What follows belongs to an exercise in optimizing a design on an open flow for small area; a production flow would make more cautious choices. Only simulation tests tie the RTL to the original design; equivalence was not proved. The flow treats the clock pin as an ideal source, which a real chip does not have. Power is estimated from default activity; no workload was simulated.

==> inputs of 07-23 <==
==> flow/design.v (excerpt) <==
module mc723_core (
    input  wire        clk,
    input  wire        rst,         
    input  wire        cmd_valid,
    input  wire [67:0] cmd,
    output wire [5:0]  status,      
    output reg         rsp_valid,
    output wire [63:0] rsp_data
);
clock: 12.0 ns
lec_check: 0
cap_margin: 20
core_margin: 2
core_utilization: 30
place_density: 0.8
slew_margin: 20
standard.sh (not shown) runs the stock make flow with config.mk's settings and CLKGATE_MAP_FILE= SYNTH_SCRIPT=/design/flow/synth_recipe.tcl, a recipe that flattens the netlist after the stock synthesis.
==> flow/flow/run.sh <==
#!/bin/bash
# Own layout flow: the standard flow (standard.sh) with two changes.
#  1. After the standard synthesis, the logic between the registers is mapped
#     again by ABC for area (remap.tcl). The registers stay the standard
#     synthesis's instances: the same names and the same cells.
#  2. The clock tree is built without dummy loads, from clkbuf_8 buffers
#     driving clusters of up to CTS_SIZE sinks; a leaf buffer whose sinks'
#     estimated clock slew is high is then upsized (fixleaf.tcl).
#  3. The ports are buffered, as the standard flow does, with buf_2 cells.
# Each tool's output goes to a log_*.txt file in the work folder.
set -euo pipefail
CTS_SIZE=16
W=$(pwd)
F=$W/flow
R=$W/orfs/results/$FLOW_PLATFORM/mc723_core/base
PLAT=$FLOW_HOME/platforms/$FLOW_PLATFORM
YOSYS=$FLOW_HOME/../tools/install/yosys/bin/yosys
[[ -x $YOSYS ]] || YOSYS=yosys

# 1. standard synthesis
bash standard.sh synth > $W/log_synth.txt 2>&1
cp $R/1_2_yosys.v $W/std_1_2_yosys.v

# 2. area re-mapping of the logic
export REMAP_SEQ=$F/seqcells.txt
export REMAP_IN=$W/std_1_2_yosys.v
export REMAP_OUT=$W/remap_1_2_yosys.v
export REMAP_LIB=$PLAT/lib/sky130_fd_sc_hd__tt_025C_1v80.lib
export REMAP_TOP=$FLOW_TOP
export REMAP_ABC=$F/area.abc
export REMAP_DONTUSE="$(sed -n '/DONT_USE_CELLS += /,/^$/p' $PLAT/config.mk | grep -o 'sky130_fd_sc_hd__[a-z0-9_]*' | tr '\n' ' ')"
$YOSYS -c $F/remap.tcl > $W/log_remap.txt 2>&1
cp $REMAP_OUT $R/1_2_yosys.v
touch $R/1_2_yosys.v

# 3. the rest of the standard flow
export CTS_ARGS="-sink_clustering_enable -repair_clock_nets -dont_use_dummy_load -buf_list sky130_fd_sc_hd__clkbuf_8 -sink_clustering_size $CTS_SIZE -sink_clustering_max_diameter 100"
export BUFFER_PORTS_ARGS="-buffer_cell sky130_fd_sc_hd__buf_2"
bash standard.sh cts > $W/log_cts.txt 2>&1
OPENROAD=$FLOW_HOME/../tools/install/OpenROAD/bin/openroad
[[ -x $OPENROAD ]] || OPENROAD=openroad
FIXLEAF_DB=$R/4_cts.odb FIXLEAF_SDC=$R/4_cts.sdc FIXLEAF_SLEW=0.105 FIXLEAF_CELL=sky130_fd_sc_hd__clkbuf_16 \
  $OPENROAD -no_init -exit $F/fixleaf.tcl > $W/log_fixleaf.txt 2>&1
bash standard.sh finish > $W/log_finish.txt 2>&1
==> flow/flow/area.abc <==
&get -n
&st
&dc2
&dch -f
&nf -a -k -p -R 30 -C 32 -F 8 -A 4
&put
topo
==> flow/flow/fixleaf.tcl <==
# After clock tree synthesis: a leaf clock buffer whose sinks' clock slew
# (estimated from the placement) exceeds FIXLEAF_SLEW ns is upsized to
# FIXLEAF_CELL, and the placement is legalized again.
set plat $::env(FLOW_HOME)/platforms/$::env(FLOW_PLATFORM)
read_lef $plat/lef/sky130_fd_sc_hd.tlef
read_lef $plat/lef/sky130_fd_sc_hd_merged.lef
read_liberty $plat/lib/sky130_fd_sc_hd__tt_025C_1v80.lib
read_db $::env(FIXLEAF_DB)
read_sdc $::env(FIXLEAF_SDC)
source $plat/setRC.tcl
estimate_parasitics -placement
set thr $::env(FIXLEAF_SLEW)
set fixed 0
foreach net [get_nets clknet_leaf_*] {
  set worst 0
  foreach pin [get_pins -of_objects $net -filter "direction == input"] {
    foreach e {rise fall} { foreach an {min max} {
      set x [get_property $pin slew_${an}_$e]
      if {$x > $worst} { set worst $x }
    }}
  }
  if {$worst > $thr} {
    foreach drv [get_pins -of_objects $net -filter "direction == output"] {
      set inst [get_cells -of_objects $drv]
      set cell [get_property [get_lib_cells -of_objects $inst] name]
      if {$cell ne $::env(FIXLEAF_CELL)} {
        puts "upsize [get_full_name $inst] ($cell, slew $worst)"
        replace_cell $inst $::env(FIXLEAF_CELL)
        incr fixed
      }
    }
  }
}
puts "upsized $fixed leaf buffers"
if {$fixed > 0} {
  detailed_placement
  check_placement -verbose
}
write_db $::env(FIXLEAF_DB)
Other scripts of this flow, unchanged in this note and not shown: flow/flow/remap.tcl, flow/flow/seqcells.txt
==> 11-11: changes against 07-23 <==
--- a/flow/design.v
+++ b/flow/design.v
@@ -361,28 +361,27 @@
                 armed <= 1'b1;
             end else if (do_check) begin
                 armed <= 1'b0;
             end
         end
     end
+    reg [3:0] rsel;
+    always @(posedge clk)
+        rsel <= (op == OP_RDSTAT) ? 4'hF : sel;
     wire       free = !rsp_valid;
-    reg  [3:0] msel;
-    wire [5:0] served;         
-    wire [5:0] left = pend & ~served;
     reg  [2:0] svc;            
     always @* begin
         svc = 3'd0;
-        if      (left[0]) svc = 3'd0;
-        else if (left[1]) svc = 3'd1;
-        else if (left[2]) svc = 3'd2;
-        else if (left[3]) svc = 3'd3;
-        else if (left[4]) svc = 3'd4;
-        else if (left[5]) svc = 3'd5;
+        if      (pend[0]) svc = 3'd0;
+        else if (pend[1]) svc = 3'd1;
+        else if (pend[2]) svc = 3'd2;
+        else if (pend[3]) svc = 3'd3;
+        else if (pend[4]) svc = 3'd4;
+        else if (pend[5]) svc = 3'd5;
     end
-    always @(posedge clk)
-        msel <= (is_rdctr || is_rdstat) ? ((op == OP_RDSTAT) ? 4'hF : sel) : {1'b0, svc};
+    wire [3:0] msel = free ? {1'b0, svc} : rsel;
     reg [63:0] x;
     reg        use_sub;
     reg        add256;
     always @* begin
         x       = 64'd0;
         use_sub = 1'b0;
@@ -405,28 +404,22 @@
             default: x = {58'd0, status};
         endcase
     end
     wire [63:0] a   = use_sub ? c_br : {55'd0, add256, 8'd0};
     wire [63:0] sum = a + (x ^ {64{use_sub}}) + {63'd0, use_sub};
     assign rsp_data = sum;
-    genvar g;
-    generate
-        for (g = 0; g < 6; g = g + 1) begin : srv
-            assign served[g] = free && pend[g] && (msel == g);
-        end
-    endgenerate
     wire [55:0] hbus = is_reset ? 56'd0 : sum[63:8];
     integer k;
     always @(posedge clk) begin
         for (k = 0; k < 6; k = k + 1) begin
-            if (is_reset || served[k])
+            if (is_reset || (free && pend[k] && svc == k))
                 hi[k] <= hbus;
             if (is_reset)
                 pend[k] <= 1'b0;
             else
-                pend[k] <= left[k] || ovf[k];
+                pend[k] <= (pend[k] && !(free && svc == k)) || ovf[k];
         end
     end
 endmodule
 module ctr64 #(
     parameter W = 1
 ) (
==> flow/flow/run.sh (replaced) <==
#!/bin/bash
# Own layout flow: the standard flow (standard.sh) with two changes.
#  1. After the standard synthesis, the logic between the registers is mapped
#     again by ABC for area (remap.tcl). The registers stay the standard
#     synthesis's instances: the same names and the same cells.
#  2. The clock tree is built without dummy loads, from clkbuf_16 buffers
#     driving clusters of up to 25 sinks.
# Each tool's output goes to a log_*.txt file in the work folder.
set -euo pipefail
W=$(pwd)
F=$W/flow
R=$W/orfs/results/$FLOW_PLATFORM/mc723_core/base
PLAT=$FLOW_HOME/platforms/$FLOW_PLATFORM
YOSYS=$FLOW_HOME/../tools/install/yosys/bin/yosys
[[ -x $YOSYS ]] || YOSYS=yosys

# 1. standard synthesis
bash standard.sh synth > $W/log_synth.txt 2>&1
cp $R/1_2_yosys.v $W/std_1_2_yosys.v

# 2. area re-mapping of the logic
export REMAP_SEQ=$F/seqcells.txt
export REMAP_IN=$W/std_1_2_yosys.v
export REMAP_OUT=$W/remap_1_2_yosys.v
export REMAP_LIB=$PLAT/lib/sky130_fd_sc_hd__tt_025C_1v80.lib
export REMAP_TOP=$FLOW_TOP
export REMAP_ABC=$F/area.abc
export REMAP_DONTUSE="$(sed -n '/DONT_USE_CELLS += /,/^$/p' $PLAT/config.mk | grep -o 'sky130_fd_sc_hd__[a-z0-9_]*' | tr '\n' ' ')"
$YOSYS -c $F/remap.tcl > $W/log_remap.txt 2>&1
cp $REMAP_OUT $R/1_2_yosys.v
touch $R/1_2_yosys.v

# 3. the rest of the standard flow
export CTS_ARGS="-sink_clustering_enable -repair_clock_nets -dont_use_dummy_load -buf_list sky130_fd_sc_hd__clkbuf_16 -sink_clustering_size 25 -sink_clustering_max_diameter 100"
bash standard.sh finish > $W/log_finish.txt 2>&1
==> flow/flow/area.abc (replaced) <==
&get -n
&st
&dc2
&dch -f
&nf -a -k -p -R 1000 -C 32 -F 8 -A 4
&put
topo
PLACE_DENSITY = unset   (was 0.8)
removed: flow/flow/fixleaf.tcl
==> results.yml <==
run_status:
  status: "complete, no violations"
sta:
  max_freq_mhz: 87.4
  fin_crit_sh_pct: 95.4
layout:
  clock_buffer_count: 165
  n_antenna_cell: 12
die:
  initial_core_util_pct: 30.1
global_route:
  grt_first_pass_wirelength_um: 655000
place:
  place_area_um2: 147000
routing:
  avgViaCountPerCell: 5.85
power:
  power_density_nw_per_um2: 134
Source of the figures above: 11-11

==> results.yml <==
run_status:
  status: "complete, no violations"
worst_setup_path:
  worstPathRequired_ps: 9600
  endpoint: "rsp_data[53]"
sta:
  worst_pin_slew_ps: 1230
  max_freq_mhz: 86.2
  fin_crit_sh_pct: 96.6
layout:
  n_antenna_cell: 28
die:
  initial_core_util_pct: 30.2
  rows: 243
routing:
  avgViaCountPerCell: 6.15
global_route:
  grtUsageMet1_pct: 23.0
  grt_first_pass_wirelength_um: 623000
power:
  power_density_nw_per_um2: 150
  switching_power_mw: 5.91
  powerSeq_mw: 13.7
place:
  place_area_um2: 145000
Source of the figures above: 07-23

separate check: timing with driven ports:
How much do the figures lean on ideal ports? The routed layouts below were timed once more, with nothing changed but the port constraints.
Step 1: set_driving_cell puts a clkbuf_16 on clk and a buf_2 on each other input, an assumption about the parent block.
Step 2, shift: input delay + t, output delay - t, t = (earliest + latest rising clock arrival at the registers) / 2. This alone moves slack from input paths to output paths.
Slacks: no drivers / after step 1 / after step 2; pairs: no drivers / after step 1.
run | t (ns) | setup slack, ns | clock arrival spread, ns
07-23 | 1.185 | 0.404 / 0.291 / -0.359 | 0.319 / 0.320
11-11 | 1.022 | 0.555 / 0.442 / -0.497 | 0.183 / 0.183
Clock arrivals are far apart in 07-23, so t is only a midpoint there and step 2 fits no single register. The setup slack of 11-11, which loses most, moves by -0.113 ns with the drivers and by -1.052 ns with both steps.
